From an optimization exercise on the open Yosys and OpenROAD flow, aimed at small area; shortcuts taken in it are not production practice. Function was checked by simulation only, so behaviour that the tests miss may differ from the original. Power and IR drop assume default switching activity.

==> design.v <==
module wg_age_counter #(
    parameter [31:0] RESET_VALUE = 32'd0
) (
    input             clk,
    input             rst,
    input             clr,
    input             tick,
    output reg [31:0] age
);
    wire [31:0] base = clr ? 32'd0 : age;
    always @(posedge clk) begin
        if (rst)
            age <= RESET_VALUE;
        else if (tick && base != 32'hFFFFFFFF)
            age <= base + 32'd1;
        else
            age <= base;
    end
endmodule
module wg_tag_queue #(
    parameter DEPTH = 32,
    parameter AW    = 5
) (
    input             clk,
    input             rst,
    input             policy_reject,
    input             pop,           
    input             push,
    input      [15:0] push_id,
    output            empty,
    output     [15:0] tail_data,     
    output            push_ok,       
    output            push_evict,    
    output            push_reject    
);
    reg [15:0]   mem [0:DEPTH-1];
    reg [AW-1:0] head;
    reg [AW-1:0] tail;
    reg [AW:0]   count;
    wire [AW:0]   count_after_pop = count - {{AW{1'b0}}, pop};
    wire          full_after_pop  = (count_after_pop == DEPTH);
    assign empty       = (count == 0);
    assign tail_data   = mem[tail];
    assign push_ok     = push && !full_after_pop;
    assign push_evict  = push && full_after_pop && !policy_reject;
    assign push_reject = push && full_after_pop && policy_reject;
    wire store = push_ok || push_evict;
    always @(posedge clk) begin
        if (rst) begin
            head  <= 0;
            tail  <= 0;
            count <= 0;
        end else begin
            if (store)
                head <= (head == DEPTH - 1) ? {AW{1'b0}} : head + 1'b1;
            if (pop || push_evict)
                tail <= (tail == DEPTH - 1) ? {AW{1'b0}} : tail + 1'b1;
            count <= count_after_pop + {{AW{1'b0}}, push_ok};
        end
    end
    always @(posedge clk) begin
        if (store)
            mem[head] <= push_id;
    end
endmodule
module wg_dec_ascii (
    input      [15:0] id,
    output reg [55:0] msg,
    output reg [2:0]  len
);
    reg [35:0] s;
    reg [3:0]  digit [0:4];
    reg [2:0]  nd;
    integer i, k;
    always @* begin
        s = {20'd0, id};
        for (i = 0; i < 16; i = i + 1) begin
            for (k = 0; k < 5; k = k + 1)
                if (s[16 + 4*k +: 4] >= 4'd5)
                    s[16 + 4*k +: 4] = s[16 + 4*k +: 4] + 4'd3;
            s = s << 1;
        end
        for (k = 0; k < 5; k = k + 1)
            digit[k] = s[16 + 4*k +: 4];
        if (id >= 16'd10000)     nd = 3'd5;
        else if (id >= 16'd1000) nd = 3'd4;
        else if (id >= 16'd100)  nd = 3'd3;
        else if (id >= 16'd10)   nd = 3'd2;
        else                     nd = 3'd1;
        msg = 56'd0;
        for (k = 0; k < 7; k = k + 1) begin
            if (k < nd)
                msg[8*k +: 8] = {4'h3, digit[nd - 1 - k]};
            else if (k == nd)
                msg[8*k +: 8] = 8'h0D;
            else if (k == nd + 1)
                msg[8*k +: 8] = 8'h0A;
        end
        len = nd + 3'd2;
    end
endmodule
module wiegand_core (
    input             clk,
    input             rst,
    input             tick_us,
    input             edge_d0,
    input             edge_d1,
    input             cfg_deadtime_en,
    input      [31:0] cfg_dead_time_us,
    input      [31:0] cfg_partial_timeout_us,
    input      [31:0] cfg_gap_us,
    input      [31:0] cfg_dup_window_us,
    input      [31:0] cfg_cadence_us,
    input             cfg_overflow_policy,
    output reg        tx_valid,
    output reg [15:0] tx_id,
    output reg [55:0] tx_msg,
    output reg [2:0]  tx_len,
    output reg        ev_cap_ok,
    output reg        ev_cap_err,
    output reg        ev_q_ovf,
    output reg [15:0] ev_push_id,
    output reg        ev_evict,
    output reg [15:0] ev_evict_id
);
    localparam FRAME_BITS = 26;
    localparam QDEPTH     = 32;
    reg [FRAME_BITS-1:0] fbit;       
    reg [4:0]            fcnt;
    reg                  dup_valid;
    reg [15:0]           dup_id;
    wire [31:0] age_bit, age_edge, age_dup, age_tx;
    wire        q_empty;
    wire [15:0] q_tail_data;
    wire        attempt = (age_tx >= cfg_cadence_us);
    wire        pop     = attempt && !q_empty;
    wire abandon  = (fcnt != 5'd0) && (fcnt < FRAME_BITS) && (age_bit > cfg_partial_timeout_us);
    wire complete = (fcnt == FRAME_BITS) && (age_bit > cfg_gap_us);
    wire [25:0] raw;
    genvar g;
    generate
        for (g = 0; g < FRAME_BITS; g = g + 1) begin : g_raw
            assign raw[FRAME_BITS-1-g] = fbit[g];
        end
    endgenerate
    wire [15:0] card_id = raw[16:1];
    wire suppress = dup_valid && (dup_id == card_id) && (age_dup < cfg_dup_window_us);
    wire forward  = complete && !suppress;
    wire push_ok, push_evict, push_reject;
    wg_tag_queue #(.DEPTH(QDEPTH), .AW(5)) u_queue (
        .clk          (clk),
        .rst          (rst),
        .policy_reject(cfg_overflow_policy),
        .pop          (pop),
        .push         (forward),
        .push_id      (card_id),
        .empty        (q_empty),
        .tail_data    (q_tail_data),
        .push_ok      (push_ok),
        .push_evict   (push_evict),
        .push_reject  (push_reject)
    );
    wire [4:0] fcnt_after_poll = (abandon || complete) ? 5'd0 : fcnt;
    wire       edge_in = edge_d0 || edge_d1;
    wire       edge_bit = edge_d1;
    wire       accept  = edge_in && (!cfg_deadtime_en || (age_edge > cfg_dead_time_us));
    wire       append  = accept && (fcnt_after_poll < FRAME_BITS);
    always @(posedge clk) begin
        if (rst) begin
            fbit <= {FRAME_BITS{1'b0}};
            fcnt <= 5'd0;
        end else begin
            if (abandon || complete)
                fbit <= {FRAME_BITS{1'b0}};
            if (append)
                fbit[fcnt_after_poll] <= edge_bit;
            fcnt <= fcnt_after_poll + {4'd0, append};
        end
    end
    always @(posedge clk) begin
        if (rst) begin
            dup_valid <= 1'b0;
            dup_id    <= 16'd0;
        end else if (forward) begin
            dup_valid <= 1'b1;
            dup_id    <= card_id;
        end
    end
    wg_age_counter #(.RESET_VALUE(32'd0)) u_age_bit (
        .clk(clk), .rst(rst), .clr(append), .tick(tick_us), .age(age_bit));
    wg_age_counter #(.RESET_VALUE(32'hFFFFFFFF)) u_age_edge (
        .clk(clk), .rst(rst), .clr(accept), .tick(tick_us), .age(age_edge));
    wg_age_counter #(.RESET_VALUE(32'hFFFFFFFF)) u_age_dup (
        .clk(clk), .rst(rst), .clr(forward), .tick(tick_us), .age(age_dup));
    wg_age_counter #(.RESET_VALUE(32'd0)) u_age_tx (
        .clk(clk), .rst(rst), .clr(attempt), .tick(tick_us), .age(age_tx));
    wire [55:0] msg;
    wire [2:0]  msg_len;
    wg_dec_ascii u_dec_ascii (
        .id (q_tail_data),
        .msg(msg),
        .len(msg_len)
    );
    always @(posedge clk) begin
        if (rst) begin
            tx_valid   <= 1'b0;
            ev_cap_ok  <= 1'b0;
            ev_cap_err <= 1'b0;
            ev_q_ovf   <= 1'b0;
            ev_evict   <= 1'b0;
        end else begin
            tx_valid   <= pop;
            ev_cap_ok  <= push_ok || push_evict;
            ev_cap_err <= abandon;
            ev_q_ovf   <= push_reject;
            ev_evict   <= push_evict;
        end
    end
    always @(posedge clk) begin
        tx_id       <= q_tail_data;
        tx_msg      <= msg;
        tx_len      <= msg_len;
        ev_push_id  <= card_id;
        ev_evict_id <= q_tail_data;
    end
endmodule
==> run.sh <==
#!/bin/bash
# synth_recipe.tcl (not shown) runs the flow's synth.tcl, then flattens the netlist and writes it again
# the make line also repeats each setting of config.mk as NAME=value (left out here)
make -C /OpenROAD-flow-scripts/flow DESIGN_CONFIG=/design/flow/config.mk WORK_HOME=/design/flow/orfs CLKGATE_MAP_FILE= SYNTH_SCRIPT=/design/flow/synth_recipe.tcl finish
==> config.mk <==
export PLATFORM = sky130hd
export DESIGN_NAME = wiegand_core
export DESIGN_NICKNAME = wiegand_core
export VERILOG_FILES = /design/flow/design.v
export SDC_FILE = /design/flow/constraint.sdc
export NUM_CORES = 4
export LEC_CHECK = 0
export CAP_MARGIN = 20
export CORE_MARGIN = 2
export CORE_UTILIZATION = 40
export SLEW_MARGIN = 20
==> constraint.sdc <==
create_clock -name core_clock -period 20.0 [get_ports {clk}]
set_input_delay 4.0000 -clock core_clock [delete_from_list [all_inputs] [get_ports {clk}]]
set_output_delay 4.0000 -clock core_clock [all_outputs]
set_load 0.01 [all_outputs]
==> notes.md <==
* Leakage: ~18 nW
* Non-filler instance count after layout: between 5000 and 6000
* CTS buffer count: between 80 and 90
* Worst hold path class: register to register
- In this run the post-CTS setup repair buffer count came out at 0.
* Post-synth cell types: about 120
* Count of placed standard cells including taps: a little under 5000
- At the placement stage, the worst setup path has a slack of between 4000 and 5000 ps.
- Top Ports: between 200 and 300
* Critical R2R Capture: tx_msg[3]$_DFF_P_
- The top cell types in the final layout, fill and taps aside, are sky130_fd_sc_hd__edfxtp_1, sky130_fd_sc_hd__clkdlybuf4s50_1, sky130_fd_sc_hd__inv_1, sky130_fd_sc_hd__dfxtp_1, sky130_fd_sc_hd__nand2_1.
- Slew @ Worst Pin: 1060 ps
- Row generation in the floorplan step produced ~120 rows.
* Reg-to-reg slack, setup: 4100 ps
- Share of the clock period used by the worst path after layout: between 70 and 80%
* Most prevalent standard cell on the critical path: sky130_fd_sc_hd__ha_1
- The cell count after synthesis came out at between 3000 and 4000.
- After synthesis, the share of flip-flops with an asynchronous set or reset is 0%.
- In the routed design, unresolved DRC markers number 0.
- In this run the tool buffered the top-level ports with 264 buffer cells.
- The floorplan step defined a die boundary enclosing approximately 0.10 sq mm.
* Maximum clock rate: 0.0629 GHz
* Hold endpoint: dup_valid$_SDFFE_PP0P_
- Hpwl dp: 66300 microns
- Share of Yosys cell area claimed by the top area cell type: about two fifths
- The post-route netlist has roughly 12% of its cells at a drive strength greater than 1.
- The initial utilization of the core area, before any placement, comes to 40.3%.
- For this block, the initial DRC count from the detailed router was 2009.
- Summing every instance area after synthesis gives roughly 0.040 sq mm.
* Ys flop type: sky130_fd_sc_hd__edfxtp_1
- At the end of the flow, the number of nets in the layout was 4147.
- Antenna diodes: 0
- Kind of start point of the critical path: register
- Entering global routing, the biggest net connects 106 pins.
- Before antenna repair, the detailed router went through 6 iterations.
- In this run the power density over the cells is around 79 mW/mm^2.
* Count of state elements after synthesis: 774
- Dominant cell type by area after synthesis: sky130_fd_sc_hd__edfxtp_1
* Final Hold Violating Endpoints: 0
- Most common cell after layout, fill and taps aside: sky130_fd_sc_hd__edfxtp_1
- Slowest stage delay, CP: 750 ps
- Worst skew pair latency: between 600 and 700 ps
- Via count: 28081
* Crit-path max FO: around 110
- RSZ-0062 raised after global routing: false
- H-Tree Depth: 3
- The clock passes through at most 3 buffers.
- The largest individual stage delay along the critical path comes from the cell sky130_fd_sc_hd__dfxtp_4.
* Antenna violation net count after detailed routing: 0
* Clock slew seen by the registers of the worst setup and hold paths: ~60 ps
- Hold Path Origin: dup_valid$_SDFFE_PP0P_
* Max-cap violations: 0
* Req. time, crit path: 20510 ps
* Area of the placeable core: between 0.1 and 0.15 sq mm
- Counting flops with a built-in enable in the synthesized netlist gives ~510.
- Total power consumption of the routed design: between 3 and 4 mW
- Cells on Worst Hold Path: 2
- The number of slew-limit violations in the final report came to 0.
- In the final timing run, aggregate negative setup slack is 0 ps.
- TritonCTS built the clock tree.
- For the final database, setup skew stands at a little under 30 ps.
- Cell at the root of the clock tree: sky130_fd_sc_hd__clkbuf_16
- Outcome: complete, no violations
* Largest vdd supply drop: approximately 0.074 mV
* Number of cells upsized or downsized after cts: 0
* Data arrival time of the critical path: between 15000 and 20000 ps
- Yosys attributes the largest share of cell area to sky130_fd_sc_hd__edfxtp_1, sky130_fd_sc_hd__dfxtp_1, sky130_fd_sc_hd__mux4_2, sky130_fd_sc_hd__ha_1, sky130_fd_sc_hd__nor2_1.
- Summed over all layers, the routed wires come to between 100000 and 150000 microns.
* Min setup slack post-route: slightly above 4000 ps
* Via count of the first global-routing pass: between 20000 and 30000
- Measured in cells, the most critical reg-to-reg path has a length of 62.
* Vias/cell: 5.47
- The first global-routing pass estimated approximately 160000 microns of wire.
- Ys Warns: 6
* Setup-violating endpoint count in the final report: 0
- Global routing consumed, over all layers together, 19.2% of the routing resources.
* Antenna violations before repair: 1
- Sequential elements use between 50 and 60% of the synthesized area.
- The setup path with the least slack is of type register to register.
- In the final routed layout, each cell accounts on average for between 15 and 20 microns.
* Crit. End Element: register
- The worst pin sits at a relative slew slack of between 20% and 30%.
- The number of hold buffers added after CTS was 0.
* Average cell area after synthesis: about 12 sq um
- In this run the horizontal extent of the chip is ~320 microns.
* Num Clock Sinks: 774
- Weighted congestion reported at the end of routability-driven placement: between 0.8 and 0.9
- Overflow left after global routing: 0
* Final min period: roughly 16000 ps
* Syn-to-layout area delta: 17.3%
* Height of the chip: 322 microns
==> cell families (layout without fill, tap and decap cells) <==
group / after synthesis / after routing / share of synthesized area, %
simple gates: 1046 / 1046 / 12.8
flops: 774 / 774 / 51.0
compound gates: 642 / 642 / 11.0
buf+inv: 433 / 746 / 4.60
mux: 240 / 240 / 10.4
fa+ha+maj: 215 / 215 / 6.66
xor+xnor: 154 / 154 / 3.53
other cells: 1 / 18 / 0.00928
==> cell type report <==
cell class	count	area [sq um]
Fill cell	9047	52800
Sequential cell	774	20600
Clock buffer	103	2270
Timing Repair Buffer	323	3100
Tap cell	1298	1620
Multi-Input combinational cell	2315	18100
Inverter	265	996
Clock inverter	55	619
==> cell usage after synthesis (19+ instances only) <==
library cell	n
sky130_fd_sc_hd__o211ai_1	20
sky130_fd_sc_hd__edfxtp_1	512
sky130_fd_sc_hd__clkbuf_1	93
sky130_fd_sc_hd__nand3_1	112
sky130_fd_sc_hd__o21ai_0	85
sky130_fd_sc_hd__nand2_1	250
sky130_fd_sc_hd__nor2_1	271
sky130_fd_sc_hd__a211oi_1	21
sky130_fd_sc_hd__xnor2_1	77
sky130_fd_sc_hd__o22ai_1	19
sky130_fd_sc_hd__nor2b_1	53
sky130_fd_sc_hd__or3_1	30
sky130_fd_sc_hd__and3_1	38
sky130_fd_sc_hd__buf_4	42
sky130_fd_sc_hd__nor4_1	21
sky130_fd_sc_hd__mux4_2	135
sky130_fd_sc_hd__a21o_1	80
sky130_fd_sc_hd__a21oi_1	160
sky130_fd_sc_hd__dfxtp_1	262
sky130_fd_sc_hd__nand4_1	63
sky130_fd_sc_hd__o21bai_1	31
sky130_fd_sc_hd__inv_1	253
sky130_fd_sc_hd__xor2_1	70
sky130_fd_sc_hd__ha_1	215
sky130_fd_sc_hd__o21ai_1	22
sky130_fd_sc_hd__mux2i_1	75
sky130_fd_sc_hd__nand2b_1	60
sky130_fd_sc_hd__a22oi_1	19
sky130_fd_sc_hd__nor3_1	61
==> worst max path at each step <==
stage	endpoint	slack, ps	cells past startpoint
after floorplan	tx_msg[3]$_DFF_P_	6370	73
after global placement	tx_msg[3]$_DFF_P_	4690	62
after detailed placement	tx_msg[3]$_DFF_P_	4210	62
after CTS	tx_msg[3]$_DFF_P_	4170	62
after global routing	tx_msg[3]$_DFF_P_	2520	62
final	tx_msg[3]$_DFF_P_	4100	62
==> power by group <==
part | switching (mW) | total [mW] | internal (mW)
registers | 0.0451 | 1.77 | 1.73
logic | 0.191 | 0.370 | 0.180
clock network | 0.669 | 1.62 | 0.947
total | 0.905 | 3.76 | 2.85
==> metal layers <==
metal | track usage [%] | wire length (microns) | vias to the layer above
met3 | 2.89 | 5320 | 134
met5 | 0 | 0 | -
li1 | - | - | 13460
met2 | 32.7 | 48600 | 772
met1 | 25.7 | 44600 | 13715
met4 | 4.62 | 2090 | 0
==> worst max-delay path: cells and delay by family (launching register included) <==
kind,cells,cell delay [ps]
AOI/OAI and AO/OA,20,4890
and+or+nand+nor,17,3630
adders and majority gates,10,2640
muxes,6,1640
buffers and inverters,6,1450
DFF,1,750
xor gates and xnor gates,3,690
==> state kept, by name (all words and copies together), names as in the netlist, 3 cells and up, named ones only <==
signal          count
dup_id             16
ev_push_id         16
u_queue.tail        5
u_age_tx.age       32
fcnt                5
ev_evict_id        16
tx_msg             35
tx_len              3
u_age_edge.age     32
fbit               16
u_age_dup.age      32
u_queue.head        5
u_age_bit.age      32
u_queue.count       6
u_queue.mem       512
==> stage by stage <==
step	util (%)	area, sq um	hold WS [ps]
6_report	47.3	47400	464
5_1_grt	47.3	47400	478
4_1_cts	47.3	47400	468
3_5_place_dp	44.4	44500	460
3_3_place_gp	44.4	44500	454
2_1_floorplan	-	40500	427

-- separate check: timing with driven ports --
The flow's constraints put no driver on any port. The routed layout listed below was extracted and timed again, unchanged, in two steps.
Step 1: set_driving_cell puts a clkbuf_16 on clk and a buf_2 on each other input, an assumption about the parent block.
Step 2 adds t to the input delays and takes it off the output delays; t is the mean of the earliest and latest rising clock arrival at the registers after step 1. Input paths then give back, and output paths get back, about the clock's delay inside the block.
Three values: ideal, step 1, step 2; two values: the first two.
t (ns): 0.698
setup WS [ns]: 4.099 / 4.099 / 4.099
slew at the worst register clock pin (ns): 0.07 / 0.07
pins driven straight from the clock port: 1
After both steps this run still meets setup and hold. The setup slack of this run moves by 0.000 ns with the drivers and by 0.000 ns with both steps.
